Source: an optimization exercise on an open RTL-to-GDS flow (aim: small area, a short achievable clock period and few clock cycles). Production flows keep margins and buffers that such runs may drop. Only simulation tests tie the RTL to the original design; equivalence was not proved.

// omd_fpu
module omd_fpu (
    input  wire        clk,
    input  wire        rst,
    input  wire        in_valid,
    output wire        in_ready,
    input  wire [1:0]  op,
    input  wire [63:0] a,
    input  wire [63:0] b,
    output reg         out_valid,
    output reg  [63:0] result
);
Size in the first run: roughly 14000 cells after synthesis, ~790 flip-flops, about 200 I/O pins, roughly 96000 um2 of cells after synthesis.
export LEC_CHECK = 0
export ABC_AREA = 1
export CAP_MARGIN = 20
export CORE_MARGIN = 2
export CORE_UTILIZATION = 35
export PLACE_DENSITY = 0.5
export SLEW_MARGIN = 20
create_clock -name core_clock -period 27.0 [get_ports {clk}]
standard.sh (not shown) runs the stock make flow with config.mk's settings and CLKGATE_MAP_FILE= SYNTH_SCRIPT=/design/flow/synth_recipe.tcl, a recipe that flattens the netlist after the stock synthesis.
==> flow/flow/run.sh <==
#!/bin/bash
# Own layout flow: the standard flow (standard.sh, all steps unchanged) run with a
# config that adds to the standard flow's config.mk a setup slack margin for the resizer's
# repair_timing steps, so that they size and buffer the longest paths below the
# clock period. The SDC, the clock period and every other setting stay the standard flow's.
# Gate cloning and buffer removal are left off, so that no register is ever
# duplicated and the port buffers stay.
set -euo pipefail
work="$(pwd)"
{
  cat "$work/config.mk"
  echo "export SETUP_SLACK_MARGIN = 20.2"
  echo "export SKIP_GATE_CLONING = 1"
  echo "export SKIP_BUFFER_REMOVAL = 1"
} > "$work/config_own.mk"
sed "s#DESIGN_CONFIG=[^ ]*#DESIGN_CONFIG=$work/config_own.mk#" "$work/standard.sh" > "$work/standard_own.sh"
bash "$work/standard_own.sh" > "$work/standard_own.log" 2>&1
Testbench counts at the start, summed over its fixed seeds: cycles 5,577.
Edit:
--- a/flow/design.v
+++ b/flow/design.v
@@ -161,25 +161,25 @@
         if (in_ready_r) begin
             a_nx = a;
             b_nx = b;
         end else if (norm_now) begin
             if (a_sub) begin
                 a_nx[51:0] = {fa[50:0], 1'b0};
                 if (fa[51]) a_nx[62:52] = 11'd1;
             end else begin
                 b_nx[51:0] = {fb[50:0], 1'b0};
                 if (fb[51]) b_nx[62:52] = 11'd1;
             end
-        end else if (div_iter) begin
-            a_nx[56:0] = ws[DNS];
         end
+        if (div_iter & ~in_ready_r)
+            a_nx[56:0] = ws[DNS];
     end
     always @(posedge clk) begin
         if (rst) begin
             in_ready_r <= 1'b1;
             s0_v       <= 1'b0;
             div_run    <= 1'b0;
             div_fin    <= 1'b0;
         end else begin
             in_ready_r <= rdy_next;
             if (in_ready_r)
                 s0_v <= in_valid;
@@ -360,34 +360,34 @@
     wire [54:0] add_sig = {nrm[63:10], |nrm[9:7]};
     wire        sum_zero = ~(|bnz);
     reg         s3_v;
     reg  [1:0]  s3_spec;
     reg         s3_sign;
     reg  [13:0] s3_e;
     reg  [69:0] s3_f;
     reg         s3_stk;
     always @(posedge clk) begin
         if (rst) s3_v <= 1'b0;
         else     s3_v <= s2_v | div_fin;
-        if (div_fin) begin
-            s3_spec <= div_spec;
-            s3_sign <= div_sign;
-            s3_e    <= div_e;
-            s3_f    <= {quo_fin, 14'd0};
-            s3_stk  <= div_stk;
-        end else if (s2_mul) begin
+        if (s2_mul) begin
             s3_spec <= s2_spec;
             s3_sign <= s2_sign;
             s3_e    <= s2_e;
             s3_f    <= prod[69:0];
             s3_stk  <= mstk;
+        end else if (div_fin) begin
+            s3_spec <= div_spec;
+            s3_sign <= div_sign;
+            s3_e    <= div_e;
+            s3_f    <= {quo_fin, 14'd0};
+            s3_stk  <= div_stk;
         end else begin
             s3_spec <= (s2_spec == 2'd0 && sum_zero) ? 2'd3 : s2_spec;
             s3_sign <= (s2_spec == 2'd0 && sum_zero) ? 1'b0 : s2_sign;
             s3_e    <= s2_e - {8'd0, lz};
             s3_f    <= {add_sig, 15'd0};
             s3_stk  <= 1'b0;
         end
     end
     wire        hi   = s3_f[69];
     wire [54:0] rsig = hi ? {s3_f[69:16], (|s3_f[15:0]) | s3_stk}
                           : {s3_f[68:15], (|s3_f[14:0]) | s3_stk};
Effect: Final cell count rose slightly. Global-route usage decreases by 1.1 points. First-iteration DRC count increases by a few percent. Setup slack gains 0.020 ns. Wire length came out lower by a few percent. Critical path depth shrinks by 3. Non-clock buffer count came out lower by 60. Final area hardly moves. Utilization decreases by 0.46 points. Die area rises slightly. Hold slack gets worse by 0.0040 ns.
Testbench counts after the change, summed over its fixed seeds: cycles 5,577.

---

omd_fpu, a different RTL version from the one above (not shown whole).
For scale: roughly 14000 cells after synthesis, ~200 I/O pins, about 96000 sq um of cells after synthesis.
Settings: LEC_CHECK=0, ABC_AREA=1, CAP_MARGIN=20, CORE_MARGIN=2, CORE_UTILIZATION=35, PLACE_DENSITY=0.5, SLEW_MARGIN=20; clock period 27.0 ns.
run.sh (not shown) runs the stock make flow with config.mk's settings and CLKGATE_MAP_FILE= SYNTH_SCRIPT=/design/flow/synth_recipe.tcl, a recipe that flattens the netlist after the stock synthesis.
Stock flow here: none of the scripts above is used.
Testbench counts at the start, summed over its fixed seeds: cycles 5,660.
Edit:
--- a/flow/design.v
+++ b/flow/design.v
@@ -36,18 +36,17 @@
     reg               in_ready_r;
     reg               s0_v;
     reg  [1:0]        s0_op;
     reg  [63:0]       a_r, b_r;
     reg  signed [7:0] eadj;        
     reg               div_run;
     reg  [4:0]        div_cnt;
     reg  [56:0]       dwc;         
-    reg  [DQW-1:0]    dqq, dqm;    
-    reg  [DNS-1:0]    dgp, dgn;    
+    reg  [DQW-1:0]    dqp, dqn;    
     reg  [1:0]        div_spec;
     reg               div_sign;
     reg  [13:0]       div_e;
     assign in_ready = in_ready_r;
     wire        sa = a_r[63];
     wire        sb = b_r[63] ^ (s0_op == 2'd1);
     wire [10:0] ea = a_r[62:52];
     wire [10:0] eb = b_r[62:52];
@@ -122,24 +121,20 @@
         end
     endgenerate
     wire [56:0] wrs   = ws[1];
     wire [56:0] wrc   = wc[1];
     wire [56:0] wsum  = wrs + wrc;
     wire        wneg  = wsum[56];
     wire        wz0   = (wsum == 57'd0);
     wire        wz1   = ((wsum ^ dD) == {(wsum[55:0] | dD[55:0]), 1'b0});
-    wire [DNS+1:0] dval = {2'b00, dgp} - {2'b00, dgn};     
-    wire [DNS+1:0] dvm1 = dval - {{(DNS+1){1'b0}}, 1'b1};   
-    wire [DQW-1:0] dq_nx = dval[DNS+1] ? {dqm[DQW-1-DNS:0], dval[DNS-1:0]}
-                                       : {dqq[DQW-1-DNS:0], dval[DNS-1:0]};
-    wire [DQW-1:0] dm_nx = dvm1[DNS+1] ? {dqm[DQW-1-DNS:0], dvm1[DNS-1:0]}
-                                       : {dqq[DQW-1-DNS:0], dvm1[DNS-1:0]};
+    wire [DQW-1:0] zq    = dqp - dqn;
+    wire [DQW-1:0] zq1   = zq - {{(DQW-1){1'b0}}, 1'b1};
     wire           usez1 = qneg[0] | (wneg & ~qpos[0]);
-    wire [DG-1:0]  qfull = {usez1 ? dm_nx : dq_nx, qpos[0] ^ qneg[0] ^ wneg};
+    wire [DG-1:0]  qfull = {usez1 ? zq1 : zq, qpos[0] ^ qneg[0] ^ wneg};
     wire           rem_nz = wneg ? ~wz1 : ~wz0;
     wire [55:0]    quo_fin;
     wire           div_stk;
     generate
         if (DG == 55) begin : q55
             assign quo_fin = {qfull, 1'b0};
             assign div_stk = rem_nz;
         end else if (DG == 56) begin : q56
@@ -193,20 +188,18 @@
         end else if (norm_now) begin
             if (a_sub)
                 eadj <= eadj - 8'sd1;
             else
                 eadj <= s0_is_mul ? eadj - 8'sd1 : eadj + 8'sd1;
         end
         dwc <= div_iter ? wc[DNS] : 57'd0;
         if (div_iter) begin
-            dgp     <= qp;
-            dgn     <= qn;
-            dqq     <= div_run ? dq_nx : {DQW{1'b0}};
-            dqm     <= div_run ? dm_nx : {DQW{1'b1}};
+            dqp     <= {dqp[DQW-1-DNS:0], qp};
+            dqn     <= {dqn[DQW-1-DNS:0], qn};
             div_cnt <= div_run ? div_cnt + 5'd1 : 5'd1;
         end
         if (div_start) begin
             if (a_nan | b_nan | (a_zero & b_zero) | (a_inf & b_inf))
                 div_spec <= 2'd1;
             else if (a_inf | b_zero)
                 div_spec <= 2'd2;
             else if (a_zero | b_inf)
What happened: The changed run went through all stages and came out clean; utilization decreases by 0.14 points; routed wire length grows by a few percent; setup slack gets better by 0.94 ns; clock skew came out higher by 0.022 ns; via count went up by a few percent; area after synthesis climbs by a few percent; final area grows by a few percent; clock-buffer cell count falls by 3; non-clock buffer count shrinks by 9; cell count rises by a few percent.
Testbench counts after the change, summed over its fixed seeds: cycles 5,660.

-- port drivers added, routing unchanged --
The results above use ideal ports. As a check the final layouts listed here were re-extracted and re-timed, cells and wires unchanged.
Step 1: set_driving_cell puts a clkbuf_16 on clk and a buf_2 on each other input, an assumption about the parent block.
Step 2, shift: input delay + t, output delay - t, t = (earliest + latest rising clock arrival at the registers) / 2. This alone moves slack from input paths to output paths.
Three values: no drivers, after step 1, after step 2; two values: the first two.
run	t, ns	slack for setup (ns)	latest minus earliest clock arrival (ns)	worst data-port slew with drivers (ns)	cell pins on the clock port's net
the first run of note 1	0.871	20.156 / 20.062 / 19.302	0.064 / 0.065	0.20	1
the second run of note 1	0.889	20.176 / 20.158 / 19.404	0.068 / 0.069	0.08	1
the first run of note 2	0.899	16.493 / 16.493 / 16.493	0.093 / 0.093	0.07	1
the second run of note 2	0.944	17.433 / 17.433 / 17.433	0.117 / 0.117	0.06	1
After both steps every run listed still meets setup and hold. For the first run of note 1, which loses most, drivers alone change the setup slack by -0.094 ns; drivers and shift together by -0.854 ns.
